This is an optimization exercise on Yosys and OpenROAD, whose aim is small area, a short achievable clock period and few clock cycles, not a production implementation.
In this exercise RTL edits were held to simulation tests only and were not proved equivalent to the original.

==> job 6451: inputs <==
## slang_core
module slang_core (
    input  wire        clk,
    input  wire        rst,           
    output reg         mem_req,
    output reg         mem_we,
    output reg         mem_ram,
    output reg  [11:0] mem_addr,
    output reg  [7:0]  mem_wdata,
    input  wire        mem_ack,
    input  wire [7:0]  mem_rdata,
    output reg         con_valid,
    output reg  [7:0]  con_data,
    output wire        halted,
    output wire        faulted,
    output wire [3:0]  fault_code,
    input  wire [3:0]  dbg_sel,
    output wire [63:0] dbg_data
);
Settings: LEC_CHECK=0, CAP_MARGIN=20, CELL_PAD_IN_SITES_DETAIL_PLACEMENT=2, CELL_PAD_IN_SITES_GLOBAL_PLACEMENT=4, CORE_MARGIN=2, CORE_UTILIZATION=25, PLACE_DENSITY=0.45, SLEW_MARGIN=20; clock period 10.0 ns.
run.sh (not shown) runs the stock make flow with config.mk's settings and CLKGATE_MAP_FILE= SYNTH_SCRIPT=/design/flow/synth_recipe.tcl, a recipe that flattens the netlist after the stock synthesis.
==> job 7008: changes against job 6451 <==
Settings changed: SETUP_SLACK_MARGIN from default to 2.5, TNS_END_PERCENT from default to 0.
==> results_dict.tcl <==
set metrics [dict create \
    setup_violations 1 \
    seqPwrFrac 0.135 \
    violations "negative setup slack" \
    run_status "failed layout checks" \
    worst_slack_ns -0.00392 \
    finalPower_mw 49.6 \
]
That was job 6451.
==> results_dict.tcl <==
set metrics [dict create \
    run_status "finished clean" \
    setup_violations 0 \
    seqPwrFrac 0.136 \
    max-slew-margin-rel 0.0885 \
    finalPower_mw 50.1 \
    endpoint "dbg_data[32]" \
    final-instance-count-excl-fill 15600 \
    worst_slack_ns 0.513 \
]
That was job 7008.
Testbench counts of job 6451, summed over its fixed seeds: cycles 289,532.
Testbench counts of job 7008, summed over its fixed seeds: cycles 289,532.


==> job 9123: inputs <==
Another version of the RTL of slang_core (not shown whole).
==> flow/config.mk <==
export PLATFORM = sky130hd
export DESIGN_NAME = slang_core
export DESIGN_NICKNAME = slang_core
export VERILOG_FILES = /design/flow/design.v
export SDC_FILE = /design/flow/constraint.sdc
export NUM_CORES = 4
export LEC_CHECK = 0
export CAP_MARGIN = 20
export CELL_PAD_IN_SITES_DETAIL_PLACEMENT = 1
export CELL_PAD_IN_SITES_GLOBAL_PLACEMENT = 2
export CORE_MARGIN = 2
export CORE_UTILIZATION = 35
export PLACE_DENSITY = 0.55
export SETUP_SLACK_MARGIN = 3.5
export SLEW_MARGIN = 20
export TNS_END_PERCENT = 0
==> flow/constraint.sdc <==
create_clock -name core_clock -period 10.0 [get_ports {clk}]
set_input_delay 2.0000 -clock core_clock [delete_from_list [all_inputs] [get_ports {clk}]]
set_output_delay 2.0000 -clock core_clock [all_outputs]
set_load 0.01 [all_outputs]
==> inputs of job 5011, as changes to job 9123 <==
--- a/flow/design.v
+++ b/flow/design.v
@@ -60,11 +60,10 @@
     reg [16:0] ar, a2;           
     reg [2:0]  ai;               
     reg [3:0]  cnt;
     reg [6:0]  dn;
     reg        dlead, first;
-    reg        rneg;             
     reg        jlt, jeq;
     reg        r1_done;
     function [1:0] first_kind(input [3:0] md);
         case (md)
             M_RR, M_RM, M_REG: first_kind = K_REG;
@@ -306,12 +305,11 @@
     reg        sp_dn;
     wire [63:0] Tm    = first ? 64'd0 : T;
     wire [63:0] a_in  = a_zero ? 64'd0 : a_ones ? {64{1'b1}} :
                         a_div ? {Tm[62:0], acc[63]} : a_sp ? sp : a_acc ? acc : PR;
     wire [63:0] b_in  = b_k ? b_const : b_t ? T : b_acc ? acc : s_val;
-    wire        sub_x = sub ^ rneg;
-    wire [64:0] sum   = add64(a_in, sub_x ? ~b_in : b_in, sub_x | cin);
+    wire [64:0] sum   = add64(a_in, sub ? ~b_in : b_in, sub | cin);
     reg [63:0] alu_y;
     always @* begin
         case (yop)
             Y_AND:   alu_y = a_in & b_in;
             Y_OR:    alu_y = a_in | b_in;
@@ -345,11 +343,11 @@
             OP_JNZ:  taken = !a_z;
             default: taken = a_z;
         endcase
     end
     wire [3:0] ret_dst = (cnt == 4'd0) ? R_FS : (cnt == 4'd9) ? R_IP : (4'd14 - cnt);
-    wire       div_q   = !(Tm[63] ^ sub_x ^ sum[64]);
+    wire       div_q   = Tm[63] | sum[64];
     wire       mul_end = (F[63:1] == 63'd0);
     wire       mul_skp = (F[7:0] == 8'd0);
     wire       div_skp = dlead && (acc[63:56] == 8'd0) && (dn[6:3] != 4'd7);
     wire [6:0] sh_nx   = (dn[5:3] != 3'd0) ? dn - 7'd8 : dn - 7'd1;
     wire       sh_fin  = (sh_nx[5:0] == 6'd0);
@@ -759,11 +757,10 @@
             fcode <= 4'd0;
             exq   <= 1'b0;
             ai    <= 3'd0;
             cnt   <= 4'd0;
             first <= 1'b0;
-            rneg  <= 1'b0;
         end else begin
             st    <= st_n;
             cont  <= cont_n;
             fcode <= fc_n;
             exq   <= exq_set;
@@ -789,11 +786,10 @@
             if (cnt_clr) cnt <= 4'd0;
             if (cnt_inc) cnt <= cnt + 4'd1;
             if (first_set) first <= 1'b1;
             if (first_clr) first <= 1'b0;
             if (div_init) begin dn <= 7'd0; dlead <= 1'b1; end
-            if (st == S_DIV && !div_skp) rneg <= (dn == 7'd63) ? 1'b0 : !div_q;
             if (sh_init) dn <= {1'b0, s_val[5:0]};
             if (st == S_SHL || st == S_SHR) dn <= sh_nx;
             if (st == S_DIV) begin
                 if (div_skp) dn <= dn + 7'd8;
                 else begin dn <= dn + 7'd1; dlead <= 1'b0; end
@@ -814,11 +810,11 @@
                      F_sh1  ? {1'b0, F[63:1]} :
                               rd_full;
             if (T_pr || T_rd || T_div || T_sh1 || T_sh8)
                 T <= T_pr   ? PR :
                      T_rd   ? rd_full :
-                     T_div  ? sum[63:0] :
+                     T_div  ? (div_q ? sum[63:0] : a_in) :
                      T_sh1  ? {T[62:0], 1'b0} :
                               {T[55:0], 8'd0};
         end
     end
     always @(posedge clk) begin
==> flow/config.mk (replaced) <==
export PLATFORM = sky130hd
export DESIGN_NAME = slang_core
export DESIGN_NICKNAME = slang_core
export VERILOG_FILES = /design/flow/design.v
export SDC_FILE = /design/flow/constraint.sdc
export NUM_CORES = 4
export LEC_CHECK = 0
export CAP_MARGIN = 20
export CELL_PAD_IN_SITES_DETAIL_PLACEMENT = 2
export CELL_PAD_IN_SITES_GLOBAL_PLACEMENT = 4
export CORE_MARGIN = 2
export CORE_UTILIZATION = 25
export PLACE_DENSITY = 0.45
export SETUP_SLACK_MARGIN = 4.5
export SLEW_MARGIN = 20
export TNS_END_PERCENT = 0
==> inputs of job 2249, as changes to job 9123 <==
==> flow/config.mk (replaced) <==
export PLATFORM = sky130hd
export DESIGN_NAME = slang_core
export DESIGN_NICKNAME = slang_core
export VERILOG_FILES = /design/flow/design.v
export SDC_FILE = /design/flow/constraint.sdc
export NUM_CORES = 4
export LEC_CHECK = 0
export CAP_MARGIN = 20
export CELL_PAD_IN_SITES_DETAIL_PLACEMENT = 2
export CELL_PAD_IN_SITES_GLOBAL_PLACEMENT = 4
export CORE_MARGIN = 2
export CORE_UTILIZATION = 25
export PLACE_DENSITY = 0.45
export SETUP_SLACK_MARGIN = 3.5
export SLEW_MARGIN = 20
export TNS_END_PERCENT = 0
==> inputs of job 6425, as changes to job 9123 <==
--- a/flow/design.v
+++ b/flow/design.v
@@ -60,11 +60,10 @@
     reg [16:0] ar, a2;           
     reg [2:0]  ai;               
     reg [3:0]  cnt;
     reg [6:0]  dn;
     reg        dlead, first;
-    reg        rneg;             
     reg        jlt, jeq;
     reg        r1_done;
     function [1:0] first_kind(input [3:0] md);
         case (md)
             M_RR, M_RM, M_REG: first_kind = K_REG;
@@ -155,20 +154,10 @@
             lt8 = 1'b0;
             for (k = 0; k < 8; k = k + 1)
                 if (a[k] != b[k]) lt8 = b[k];
         end
     endfunction
-    function [2:0] region(input [16:0] d);
-        reg lz;
-        begin
-            lz = ~|d[11:0];
-            region[2] = d[16] && (d[15:12] == 4'hF) && (d[11:5] == 7'd0) &&
-                        (!d[4] || (d[3:0] == 4'd0));
-            region[1] = d[16] && ((d[15:12] == 4'h2) || ((d[15:12] == 4'h3) && lz));
-            region[0] = d[16] && ((d[15:12] == 4'h0) || ((d[15:12] == 4'h1) && lz));
-        end
-    endfunction
     function [16:0] desc(input [63:0] a);
         desc = {~|a[63:16], a[15:0]};
     endfunction
     function [16:0] desc_pm8(input [63:0] x, input dn8);
         reg [63:0] y;
@@ -191,16 +180,18 @@
                     (st == S_F1) || (st == S_R2) || (st == S_F2);
     wire is_wr    = (st == S_WR);
     wire is_rd    = fetch_st || (st == S_RD);
     wire acc_st   = is_rd || is_wr;
     wire len8     = (st == S_F1) || (st == S_F2) || (st == S_RD) || is_wr;
-    reg  [2:0]  freg, areg;      
     wire [16:0] base = fetch_st ? desc(ip) : ar;
+    wire        b_hz = base[16];
     wire [15:0] b_lo = base[15:0];
-    wire d_con  = fetch_st ? freg[2] : areg[2];
-    wire d_ram  = fetch_st ? freg[1] : areg[1];
-    wire d_rom  = fetch_st ? freg[0] : areg[0];
+    wire lo_z11 = ~|b_lo[11:0];
+    wire d_con  = b_hz && (b_lo[15:12] == 4'hF) && (b_lo[11:5] == 7'd0) &&
+                  (!b_lo[4] || (b_lo[3:0] == 4'd0));
+    wire d_ram  = b_hz && ((b_lo[15:12] == 4'h2) || ((b_lo[15:12] == 4'h3) && lo_z11));
+    wire d_rom  = b_hz && ((b_lo[15:12] == 4'h0) || ((b_lo[15:12] == 4'h1) && lo_z11));
     wire d_mem  = d_ram || d_rom;
     wire mapped = d_mem || d_con;
     wire [3:0]  o3    = {1'b0, b_lo[2:0]} + {1'b0, ai};
     wire [63:0] o9    = inc64({55'd0, b_lo[11:3]});
     wire [12:0] o12   = {o3[3] & (&b_lo[11:3]), o3[3] ? o9[8:0] : b_lo[11:3], o3[2:0]};
@@ -306,12 +297,11 @@
     reg        sp_dn;
     wire [63:0] Tm    = first ? 64'd0 : T;
     wire [63:0] a_in  = a_zero ? 64'd0 : a_ones ? {64{1'b1}} :
                         a_div ? {Tm[62:0], acc[63]} : a_sp ? sp : a_acc ? acc : PR;
     wire [63:0] b_in  = b_k ? b_const : b_t ? T : b_acc ? acc : s_val;
-    wire        sub_x = sub ^ rneg;
-    wire [64:0] sum   = add64(a_in, sub_x ? ~b_in : b_in, sub_x | cin);
+    wire [64:0] sum   = add64(a_in, sub ? ~b_in : b_in, sub | cin);
     reg [63:0] alu_y;
     always @* begin
         case (yop)
             Y_AND:   alu_y = a_in & b_in;
             Y_OR:    alu_y = a_in | b_in;
@@ -345,11 +335,11 @@
             OP_JNZ:  taken = !a_z;
             default: taken = a_z;
         endcase
     end
     wire [3:0] ret_dst = (cnt == 4'd0) ? R_FS : (cnt == 4'd9) ? R_IP : (4'd14 - cnt);
-    wire       div_q   = !(Tm[63] ^ sub_x ^ sum[64]);
+    wire       div_q   = Tm[63] | sum[64];
     wire       mul_end = (F[63:1] == 63'd0);
     wire       mul_skp = (F[7:0] == 8'd0);
     wire       div_skp = dlead && (acc[63:56] == 8'd0) && (dn[6:3] != 4'd7);
     wire [6:0] sh_nx   = (dn[5:3] != 3'd0) ? dn - 7'd8 : dn - 7'd1;
     wire       sh_fin  = (sh_nx[5:0] == 6'd0);
@@ -715,20 +705,11 @@
                 default: acc_y = 1'b1;
             endcase
         end
         if (fault_n) st_n = S_FAULT;
     end
-    wire [63:0] gw_val = gw_rd ? rd_full : F;
-    wire [63:0] ip_d = (gw_en && gw_idx == R_IP) ? gw_val :
-                       ip_j ? jv : ip_t ? T : ip_n ? ipn : ip;
-    wire [16:0] ar_d = ar_pm ? desc_pm8(sp, sp_dn) : ar_sp ? desc(sp) : ar_a2 ? a2 :
-                       ar_a2x ? a2x : ar_f1 ? desc(rd_full) : ar;
-    always @(posedge clk) begin
-        if (rst) freg <= 3'b001;             
-        else     freg <= region(desc(ip_d));
-        areg <= region(ar_d);
-    end
+    wire [63:0] gw_val = gw_rd ? rd_full : alu_y;
     wire [7:0] opb_n = (acc_st && step && st == S_OP) ? bv : opb;
     wire [3:0] r1_n  = (acc_st && step && st == S_R1) ? bv[3:0] : r1;
     wire [3:0] r2_n  = (acc_st && step && st == S_R2) ? bv[3:0] : r2;
     wire [3:0] cnt_n = cnt_clr ? 4'd0 : cnt_inc ? cnt + 4'd1 : cnt;
     wire       first_n = first_set ? 1'b1 : first_clr ? 1'b0 : first;
@@ -759,11 +740,10 @@
             fcode <= 4'd0;
             exq   <= 1'b0;
             ai    <= 3'd0;
             cnt   <= 4'd0;
             first <= 1'b0;
-            rneg  <= 1'b0;
         end else begin
             st    <= st_n;
             cont  <= cont_n;
             fcode <= fc_n;
             exq   <= exq_set;
@@ -789,18 +769,21 @@
             if (cnt_clr) cnt <= 4'd0;
             if (cnt_inc) cnt <= cnt + 4'd1;
             if (first_set) first <= 1'b1;
             if (first_clr) first <= 1'b0;
             if (div_init) begin dn <= 7'd0; dlead <= 1'b1; end
-            if (st == S_DIV && !div_skp) rneg <= (dn == 7'd63) ? 1'b0 : !div_q;
             if (sh_init) dn <= {1'b0, s_val[5:0]};
             if (st == S_SHL || st == S_SHR) dn <= sh_nx;
             if (st == S_DIV) begin
                 if (div_skp) dn <= dn + 7'd8;
                 else begin dn <= dn + 7'd1; dlead <= 1'b0; end
             end
-            ar <= ar_d;
+            if (ar_f1)  ar <= desc(rd_full);
+            if (ar_a2x) ar <= a2x;
+            if (ar_a2)  ar <= a2;
+            if (ar_sp)  ar <= desc(sp);
+            if (ar_pm)  ar <= desc_pm8(sp, sp_dn);
         end
     end
     always @(posedge clk) begin
         if (!rst) begin
             if (F_sh_ld || F_sh1 || F_port || F_pr || F_ipn || F_y || F_T || F_fp || F_ac)
@@ -814,11 +797,11 @@
                      F_sh1  ? {1'b0, F[63:1]} :
                               rd_full;
             if (T_pr || T_rd || T_div || T_sh1 || T_sh8)
                 T <= T_pr   ? PR :
                      T_rd   ? rd_full :
-                     T_div  ? sum[63:0] :
+                     T_div  ? (div_q ? sum[63:0] : a_in) :
                      T_sh1  ? {T[62:0], 1'b0} :
                               {T[55:0], 8'd0};
         end
     end
     always @(posedge clk) begin
@@ -834,11 +817,14 @@
             if (gw_en && gw_idx == R_ACC)
                 acc <= gw_val;
             else if (acc_y || acc_dq || acc_d8)
                 acc <= acc_dq ? {acc[62:0], div_q && (st == S_DIV)} :
                        acc_d8 ? {acc[55:0], 8'd0} : alu_y;
-            ip <= ip_d;
+            if (gw_en && gw_idx == R_IP)
+                ip <= gw_val;
+            else if (ip_n || ip_j || ip_t)
+                ip <= ip_j ? jv : ip_t ? T : ipn;
             if (gw_en && gw_idx == R_SP)
                 sp <= gw_val;
             else if (sp_top || sp_sum)
                 sp <= sp_top ? STACK_TOP : sum[63:0];
             if (gw_en && gw_idx == R_FP)
==> flow/config.mk (replaced) <==
export PLATFORM = sky130hd
export DESIGN_NAME = slang_core
export DESIGN_NICKNAME = slang_core
export VERILOG_FILES = /design/flow/design.v
export SDC_FILE = /design/flow/constraint.sdc
export NUM_CORES = 4
export LEC_CHECK = 0
export CAP_MARGIN = 20
export CELL_PAD_IN_SITES_DETAIL_PLACEMENT = 2
export CELL_PAD_IN_SITES_GLOBAL_PLACEMENT = 4
export CORE_MARGIN = 2
export CORE_UTILIZATION = 25
export PLACE_DENSITY = 0.45
export SETUP_SLACK_MARGIN = 2.5
export SLEW_MARGIN = 20
export TNS_END_PERCENT = 0
==> impl_metrics.py <==
metrics = {
    "yosys": {
        "synth_fa_ha_area_share_pct": 3.735,
    },
    "routing": {
        "dr.pass1.iters": 6,
    },
    "setup_path": {
        "critPathBufInv": 3,
    },
    "layout": {
        "fin_util_pct": 31.28,
        "multiInputGateArea_um2": 52400,
        "buf_share_pct": 9.876,
    },
    "outcome": {
        "outcome": "no timing/DRC/antenna violations",
    },
}
The numbers above come from job 5011.

==> impl_metrics.py <==
metrics = {
    "outcome": {
        "so.violations": "capacitance limit, slew limit",
        "outcome": "complete, but fails checks",
    },
    "routing": {
        "dr.pass1.iters": 9,
    },
    "timing": {
        "drv_slew": 29,
    },
    "layout": {
        "multiInputGateArea_um2": 52450,
        "fin_util_pct": 41.45,
    },
    "run": {
        "max-cap-violations": 1,
    },
}
The numbers above come from job 9123.

==> impl_metrics.py <==
metrics = {
    "clock_tree": {
        "numCtsBuffers": 173,
        "htree_levels": 4,
    },
    "layout": {
        "buf_share_pct": 10.82,
        "multiInputGateArea_um2": 53460,
        "multi_input_cells": 8643,
    },
    "outcome": {
        "outcome": "no timing/DRC/antenna violations",
    },
    "yosys": {
        "synth_common_cells": "nor2_1 (1602), nand2_1 (1555), a21oi_1 (1138)",
        "synth_fa_ha_area_share_pct": 3.690,
    },
    "setup_path": {
        "critPathBufInv": 1,
    },
    "routing": {
        "dr.pass1.iters": 6,
    },
}
The numbers above come from job 2249.

==> impl_metrics.py <==
metrics = {
    "layout": {
        "buf_share_pct": 7.711,
        "fin_util_pct": 29.98,
        "multiInputGateArea_um2": 52540,
    },
    "yosys": {
        "synth_fa_ha_area_share_pct": 3.681,
    },
    "routing": {
        "dr.pass1.iters": 8,
    },
    "outcome": {
        "outcome": "no timing/DRC/antenna violations",
    },
    "setup_path": {
        "critPathBufInv": 5,
    },
}
The numbers above come from job 6425.

Testbench counts of job 9123, summed over its fixed seeds: cycles 289,918.
Testbench counts of job 5011, summed over its fixed seeds: cycles 289,918.
Testbench counts of job 2249, summed over its fixed seeds: cycles 289,918.
Testbench counts of job 6425, summed over its fixed seeds: cycles 289,918.

-- separate check: timing with driven ports --
In the flow no input, the clock included, has a driving cell. The finished layouts below were timed again as built, in two steps. Step 1 (the two cells are an assumption about what drives the block):
set clk [get_ports {clk}]
set_driving_cell -lib_cell sky130_fd_sc_hd__clkbuf_16 $clk
set_driving_cell -lib_cell sky130_fd_sc_hd__buf_2 [delete_from_list [all_inputs] $clk]
Step 2 also shifts input and output timing later by t, the mid clock arrival at the registers, as if the neighbouring blocks saw the same clock. a / b / c = ideal ports / drivers / drivers and shift; a / b = the first two.
| run | shift t [ns] | setup slack, ns | latest minus earliest clock arrival (ns) | pins driven straight from the clock port |
|---|---|---|---|---|
| job 6451 | 0.993 | -0.004 / -0.097 / 0.420 | 0.043 / 0.043 | 1 |
| job 7008 | 0.977 | 0.513 / 0.395 / 0.572 | 0.054 / 0.054 | 1 |
| job 9123 | 0.966 | 2.520 / 2.520 / 1.981 | 0.077 / 0.077 | 1 |
| job 5011 | 0.979 | 2.962 / 2.909 / 2.156 | 0.063 / 0.063 | 1 |
| job 2249 | 1.051 | 3.026 / 3.026 / 2.229 | 0.078 / 0.078 | 1 |
| job 6425 | 0.968 | 1.821 / 1.801 / 1.527 | 0.093 / 0.094 | 1 |
The setup slack of job 5011, which loses most, moves by -0.053 ns with the drivers and by -0.806 ns with both steps.
